This design comes from an exercise in tuning for small area on the open sky130 flow, not from production work. Function was checked by simulation only, so behaviour that the tests miss may differ from the original. Power is estimated from default activity; no workload was simulated.

## job 101
==> flow/design.v <==
module upa_fd (
    input  wire        clk,
    input  wire        rst,             
    input  wire        rx_valid,
    input  wire [7:0]  rx_data,
    output reg         tx_valid,
    output reg  [7:0]  tx_data,
    output reg         busy,
    input  wire [15:0] enc,
    output reg         enc_reset,
    input  wire        btn_refresh,
    input  wire [7:0]  btn_in,
    input  wire        disp_stall,
    output reg         lcd_write_valid,
    output wire [7:0]  lcd_write_char,
    output reg         lcd_cursor_valid,
    output wire [2:0]  lcd_cursor_row,
    output wire [4:0]  lcd_cursor_col,
    output reg         lcd_clear_valid,
    output reg         led_valid,
    output wire [7:0]  led_mask,
    output reg         beep_valid,
    output wire [7:0]  beep_duration,
    output wire [15:0] beep_freq
);
    localparam [7:0]  INIT_BYTE  = 8'hFE;
    localparam [7:0]  POLL_BYTE  = 8'hFF;
    localparam [7:0]  WRITE8     = 8'h68;       
    localparam [7:0]  BEEP_DEFAULT_DURATION = 8'd100;
    localparam [15:0] BEEP_DEFAULT_FREQ     = 16'd2000;
    reg  [4:0]  toread;      
    reg         cur_f;       
    reg  [4:0]  head;
    reg  [4:0]  tail;
    reg  [7:0]  btn;
    reg         dvalid;
    reg  [64:0] dreg;        
    reg  [2:0]  cidx;        
    reg  [64:0] slot [0:31];
    wire [4:0] size     = head - tail;
    wire       is_empty = (head == tail);
    wire       is_full  = ((head + 5'd1) == tail);
    wire [2:0] b_op  = rx_data[7:5];
    wire [4:0] b_len = rx_data[4:0];
    wire       awaiting   = (toread == 5'd0);
    wire       cmd        = rx_valid && awaiting;
    wire       cmd_frame  = cmd && (b_op >= 3'd2) && (b_op <= 3'd6);
    wire       cmd_status = cmd && (b_op == 3'd1);
    wire       cmd_init   = cmd && (rx_data == INIT_BYTE);
    wire       cmd_poll   = cmd && (rx_data == POLL_BYTE);
    wire       data_byte  = rx_valid && !awaiting;
    wire       last_byte  = data_byte && (toread == 5'd1);
    wire complete = (cmd_frame && b_len == 5'd0) || cmd_init || last_byte;
    wire push = complete && !is_full;
    wire we_hi    = cmd_frame || cmd_init || (last_byte && cur_f);
    wire we_lo    = data_byte && !(last_byte && cur_f);
    wire f_in     = cmd ? (rx_data == WRITE8) : cur_f;
    wire [7:0] rx_n = ~rx_data;
    genvar s;
    generate
        for (s = 0; s < 32; s = s + 1) begin : g_slot
            wire sel = (head == s);
            always @(posedge clk) begin
                if (sel && we_hi)
                    slot[s][64:56] <= {!f_in, rx_n};
            end
            always @(posedge clk) begin
                if (sel && we_lo)
                    slot[s][55:0] <= {slot[s][47:0], rx_n};
            end
        end
    endgenerate
    wire [31:0] tsel_n = ~(32'd1 << tail);
    wire [64:0] rd;
    genvar c;
    generate
        for (c = 0; c < 65; c = c + 1) begin : g_rd
            wire [31:0] col;
            for (s = 0; s < 32; s = s + 1) begin : g_b
                assign col[s] = slot[s][c];
            end
            upa_fd_rcol u_col (.d(col), .ns(tsel_n), .q(rd[c]));
        end
    endgenerate
    wire       d_f   = dreg[64];
    wire [2:0] d_op  = dreg[63:61];
    wire [4:0] d_len = dreg[60:56];
    wire do_pop    = !disp_stall && !dvalid && !is_empty;
    wire do_exec   = !disp_stall && dvalid;
    wire init_exec = do_exec && !d_f && (d_op == 3'd7);
    wire write_ok  = d_f || (d_op == 3'd3 && d_len[4:3] == 2'b00 && d_len[2:0] != 3'd0);
    wire last_char = (cidx == {2'b00, !d_f});
    wire more_chars = write_ok && !last_char;
    always @(posedge clk) begin
        if (rst || init_exec) begin
            toread <= 5'd0;
            head   <= 5'd0;
            busy   <= 1'b0;
        end else if (rx_valid) begin
            if (awaiting) begin
                if (cmd_frame)
                    toread <= b_len;
                if (cmd_poll && is_empty)
                    busy <= 1'b0;
            end else begin
                toread <= toread - 5'd1;
            end
            if (push) begin
                head <= head + 5'd1;
                if (size >= 5'd21)
                    busy <= 1'b1;
            end
        end
    end
    always @(posedge clk) begin
        if (cmd)
            cur_f <= (rx_data == WRITE8);
    end
    always @(posedge clk) begin
        if (rst) begin
            tx_valid  <= 1'b0;
            enc_reset <= 1'b1;
        end else begin
            tx_valid  <= cmd_status && (b_len[4:2] == 3'd0) && (b_len[1:0] != 2'b11);
            enc_reset <= init_exec || (cmd_status && b_len == 5'd1);
        end
    end
    always @(posedge clk)
        tx_data <= b_len[0] ? enc[7:0] : (b_len[1] ? {3'b000, size} : btn);
    always @(posedge clk) begin
        if (rst || init_exec)
            btn <= 8'd0;
        else if (btn_refresh)
            btn <= btn_in;
    end
    always @(posedge clk) begin
        if (rst || init_exec) begin
            tail   <= 5'd0;
            dvalid <= 1'b0;
        end else if (do_pop) begin
            tail   <= tail + 5'd1;
            dvalid <= 1'b1;
        end else if (do_exec) begin
            if (!more_chars)
                dvalid <= 1'b0;
        end
    end
    always @(posedge clk) begin
        if (do_pop) begin
            dreg <= rd;
            cidx <= rd[64] ? 3'd7 : rd[58:56];
        end else if (do_exec) begin
            cidx <= cidx - 3'd1;
        end
    end
    always @(posedge clk) begin
        if (rst) begin
            lcd_write_valid  <= 1'b0;
            lcd_cursor_valid <= 1'b0;
            lcd_clear_valid  <= 1'b0;
            led_valid        <= 1'b0;
            beep_valid       <= 1'b0;
        end else begin
            lcd_write_valid  <= do_exec && write_ok;
            lcd_cursor_valid <= do_exec && !d_f && d_op == 3'd2 && d_len == 5'd1;
            lcd_clear_valid  <= do_exec && !d_f && d_op == 3'd4;
            led_valid        <= do_exec && !d_f && d_op == 3'd5 && d_len == 5'd1;
            beep_valid       <= do_exec && !d_f && d_op == 3'd6;
        end
    end
    wire beep_def = (d_len != 5'd3);
    assign lcd_write_char = dreg[8*cidx +: 8];
    assign lcd_cursor_row = dreg[7:5];
    assign lcd_cursor_col = dreg[4:0];
    assign led_mask       = dreg[7:0];
    assign beep_duration  = beep_def ? BEEP_DEFAULT_DURATION : dreg[23:16];
    assign beep_freq      = beep_def ? BEEP_DEFAULT_FREQ : dreg[15:0];
endmodule
module upa_fd_rcol (
    input  wire [31:0] d,
    input  wire [31:0] ns,
    output wire        q
);
    wire [15:0] y;
    genvar i;
    generate
        for (i = 0; i < 16; i = i + 1) begin : g_p
            upa_fd_oai22 u_p (.a1(d[2*i]), .a2(ns[2*i]), .b1(d[2*i+1]), .b2(ns[2*i+1]), .y(y[i]));
        end
    endgenerate
    assign q = |y;
endmodule
module upa_fd_oai22 (
    input  wire a1,
    input  wire a2,
    input  wire b1,
    input  wire b2,
    output wire y
);
    assign y = ~((a1 | a2) & (b1 | b2));
endmodule
export LEC_CHECK = 0
export CAP_MARGIN = 20
export CORE_MARGIN = 2
export CORE_UTILIZATION = 45
export CTS_BUF_LIST = sky130_fd_sc_hd__clkbuf_16
export CTS_CLUSTER_DIAMETER = 100
export CTS_CLUSTER_SIZE = 30
export PLACE_DENSITY = 0.55
export SLEW_MARGIN = 20
export SYNTH_HIERARCHICAL = 1
create_clock -name core_clock -period 10.0 [get_ports {clk}]
standard.sh (not shown) runs the stock make flow with config.mk's settings and CLKGATE_MAP_FILE= SYNTH_SCRIPT=/design/flow/synth_recipe.tcl, a recipe that flattens the netlist after the stock synthesis.
==> flow/flow/run.sh <==
#!/bin/bash
# Standard layout, with the port buffers made as the smallest buffer cell
# instead of the one buffer_ports picks by itself.
set -euo pipefail
export BUFFER_PORTS_ARGS="-buffer_cell sky130_fd_sc_hd__buf_1"
bash standard.sh > orfs_flow.log 2>&1
Job 101 has completed all stages; timing, DRC and antenna checks passed.
What job 102 does differently from job 101 at the input level:
# job 101
export LEC_CHECK = 0
export CAP_MARGIN = 20
export CORE_MARGIN = 2
export CORE_UTILIZATION = 45
export CTS_BUF_LIST = sky130_fd_sc_hd__clkbuf_16
export CTS_CLUSTER_DIAMETER = 100
export CTS_CLUSTER_SIZE = 30
export PLACE_DENSITY = 0.55
export SLEW_MARGIN = 20
export SYNTH_HIERARCHICAL = 1
create_clock -name core_clock -period 10.0 [get_ports {clk}]
# job 102
export LEC_CHECK = 0
export CAP_MARGIN = 20
export CORE_MARGIN = 2
export CORE_UTILIZATION = 70
export CTS_BUF_LIST = sky130_fd_sc_hd__clkbuf_16
export CTS_CLUSTER_DIAMETER = 100
export CTS_CLUSTER_SIZE = 30
export PLACE_DENSITY = 0.8
export SLEW_MARGIN = 20
export SYNTH_HIERARCHICAL = 1
create_clock -name core_clock -period 10.0 [get_ports {clk}]
[summary]
Die span in x for job 102 is lower than for job 101. Met3 track demand over resource | job 102 above job 101. Job 102 vs. job 101: total via count in the routed design moved up, sequential portion of the cell area moved up. Job 102 against job 101: core box area went down by 36%, final worst setup slack now larger, final instance count without filler cells decreased by 814 relative to the old numbers. Job 102 vs job 101: number of buffers added by the clock tree synthesis step down in job 102. Delta (job 102 minus job 101): total power after layout lost 0.68%, area growth from synthesis to layout shows a reduction of 1.8 points, minimum clock period after layout went down by 0.12 ns.
Modified inputs, job 103 compared to job 102
# job 102
export LEC_CHECK = 0
export CAP_MARGIN = 20
export CORE_MARGIN = 2
export CORE_UTILIZATION = 70
export CTS_BUF_LIST = sky130_fd_sc_hd__clkbuf_16
export CTS_CLUSTER_DIAMETER = 100
export CTS_CLUSTER_SIZE = 30
export PLACE_DENSITY = 0.8
export SLEW_MARGIN = 20
export SYNTH_HIERARCHICAL = 1
create_clock -name core_clock -period 10.0 [get_ports {clk}]
# job 103
export LEC_CHECK = 0
export CAP_MARGIN = 20
export CORE_MARGIN = 2
export CORE_UTILIZATION = 55
export CTS_BUF_LIST = sky130_fd_sc_hd__clkbuf_16
export CTS_CLUSTER_DIAMETER = 100
export CTS_CLUSTER_SIZE = 30
export PLACE_DENSITY = 0.65
export SLEW_MARGIN = 20
export SYNTH_HIERARCHICAL = 1
create_clock -name core_clock -period 10.0 [get_ports {clk}]
==> flow/flow/run.sh <==
#!/bin/bash
# Standard layout, with the port buffers made as the smallest buffer cell
# instead of the one buffer_ports picks by itself, and with the resizer's
# power recovery (downsizing of gates off the critical paths) after global
# routing.
set -euo pipefail
export BUFFER_PORTS_ARGS="-buffer_cell sky130_fd_sc_hd__buf_1"
export RECOVER_POWER=100
bash standard.sh > orfs_flow.log 2>&1
- | job 103 | all stages done | FAIL | capacitance limit, slew limit |
- met1 usage for job 103 is lower than for job 102.
- Max overall die height across job 103 and job 102: job 103
- Delta (job 103 minus job 102): fraction of area in registers now smaller, mean routed wirelength per cell now smaller, relative contribution of the clock network to total power now larger, achievable clock frequency now smaller.
Changes in job 104 relative to job 103:
# job 103
export LEC_CHECK = 0
export CAP_MARGIN = 20
export CORE_MARGIN = 2
export CORE_UTILIZATION = 55
export CTS_BUF_LIST = sky130_fd_sc_hd__clkbuf_16
export CTS_CLUSTER_DIAMETER = 100
export CTS_CLUSTER_SIZE = 30
export PLACE_DENSITY = 0.65
export SLEW_MARGIN = 20
export SYNTH_HIERARCHICAL = 1
create_clock -name core_clock -period 10.0 [get_ports {clk}]
# job 104
export LEC_CHECK = 0
export CAP_MARGIN = 20
export CORE_MARGIN = 2
export CORE_UTILIZATION = 55
export CTS_BUF_LIST = sky130_fd_sc_hd__clkbuf_16
export CTS_CLUSTER_DIAMETER = 100
export CTS_CLUSTER_SIZE = 25
export PLACE_DENSITY = 0.65
export SLEW_MARGIN = 20
export SYNTH_HIERARCHICAL = 1
create_clock -name core_clock -period 10.0 [get_ports {clk}]
==> flow/run.sh (new file) <==
#!/bin/bash
# synth_recipe.tcl (not shown) runs the flow's synth.tcl, then flattens the netlist and writes it again
# the make line also repeats each setting of config.mk as NAME=value (left out here)
make -C /OpenROAD-flow-scripts/flow DESIGN_CONFIG=/design/flow/config.mk WORK_HOME=/design/flow/orfs CLKGATE_MAP_FILE= SYNTH_SCRIPT=/design/flow/synth_recipe.tcl finish
removed: flow/flow/run.sh
removed: flow/standard.sh
Results
Job 104: PASS, flow complete, no timing, DRC or antenna violations
Job 103: all stages done; final checks FAILED (capacitance limit, slew limit).
Changes observed in job 104 relative to job 103: number of buffers created by CTS higher; clock latency on the worst-skew pair higher.
Sequential standard cell area: job 103 vs job 104 identical
Job 103 -> job 104: routed wire length on met2 increased by a few percent
Reported max-cap violation count came out lower on job 104 than on job 103.

-- re-timing with driven ports --
The flow's constraints put no driver on any port. The routed layouts listed below were extracted and timed again, unchanged, in two steps.
Step 1 sets driving cells, clkbuf_16 on the clock port and buf_2 on the other inputs (assumed; they add their load-dependent delay and slew).
Step 2 also shifts input and output timing later by t, the mid clock arrival at the registers, as if the neighbouring blocks saw the same clock.
Slacks: ideal ports / drivers / drivers and shift; pairs: ideal ports / drivers.
| run | t (ns) | slack for setup (ns) | latest minus earliest clock arrival (ns) | slew at the worst register clock pin (ns) |
|---|---|---|---|---|
| job 101 | 0.797 | 4.986 / 4.908 / 4.730 | 0.047 / 0.048 | 0.12 / 0.12 |
| job 102 | 0.764 | 5.108 / 5.031 / 4.744 | 0.039 / 0.039 | 0.12 / 0.12 |
| job 103 | 0.786 | 2.902 / 2.902 / 2.370 | 0.039 / 0.039 | 0.12 / 0.12 |
| job 104 | 0.812 | 4.741 / 4.656 / 4.361 | 0.044 / 0.043 | 0.11 / 0.11 |
The setup slack of job 103, which loses most, moves by 0.000 ns with the drivers and by -0.532 ns with both steps.
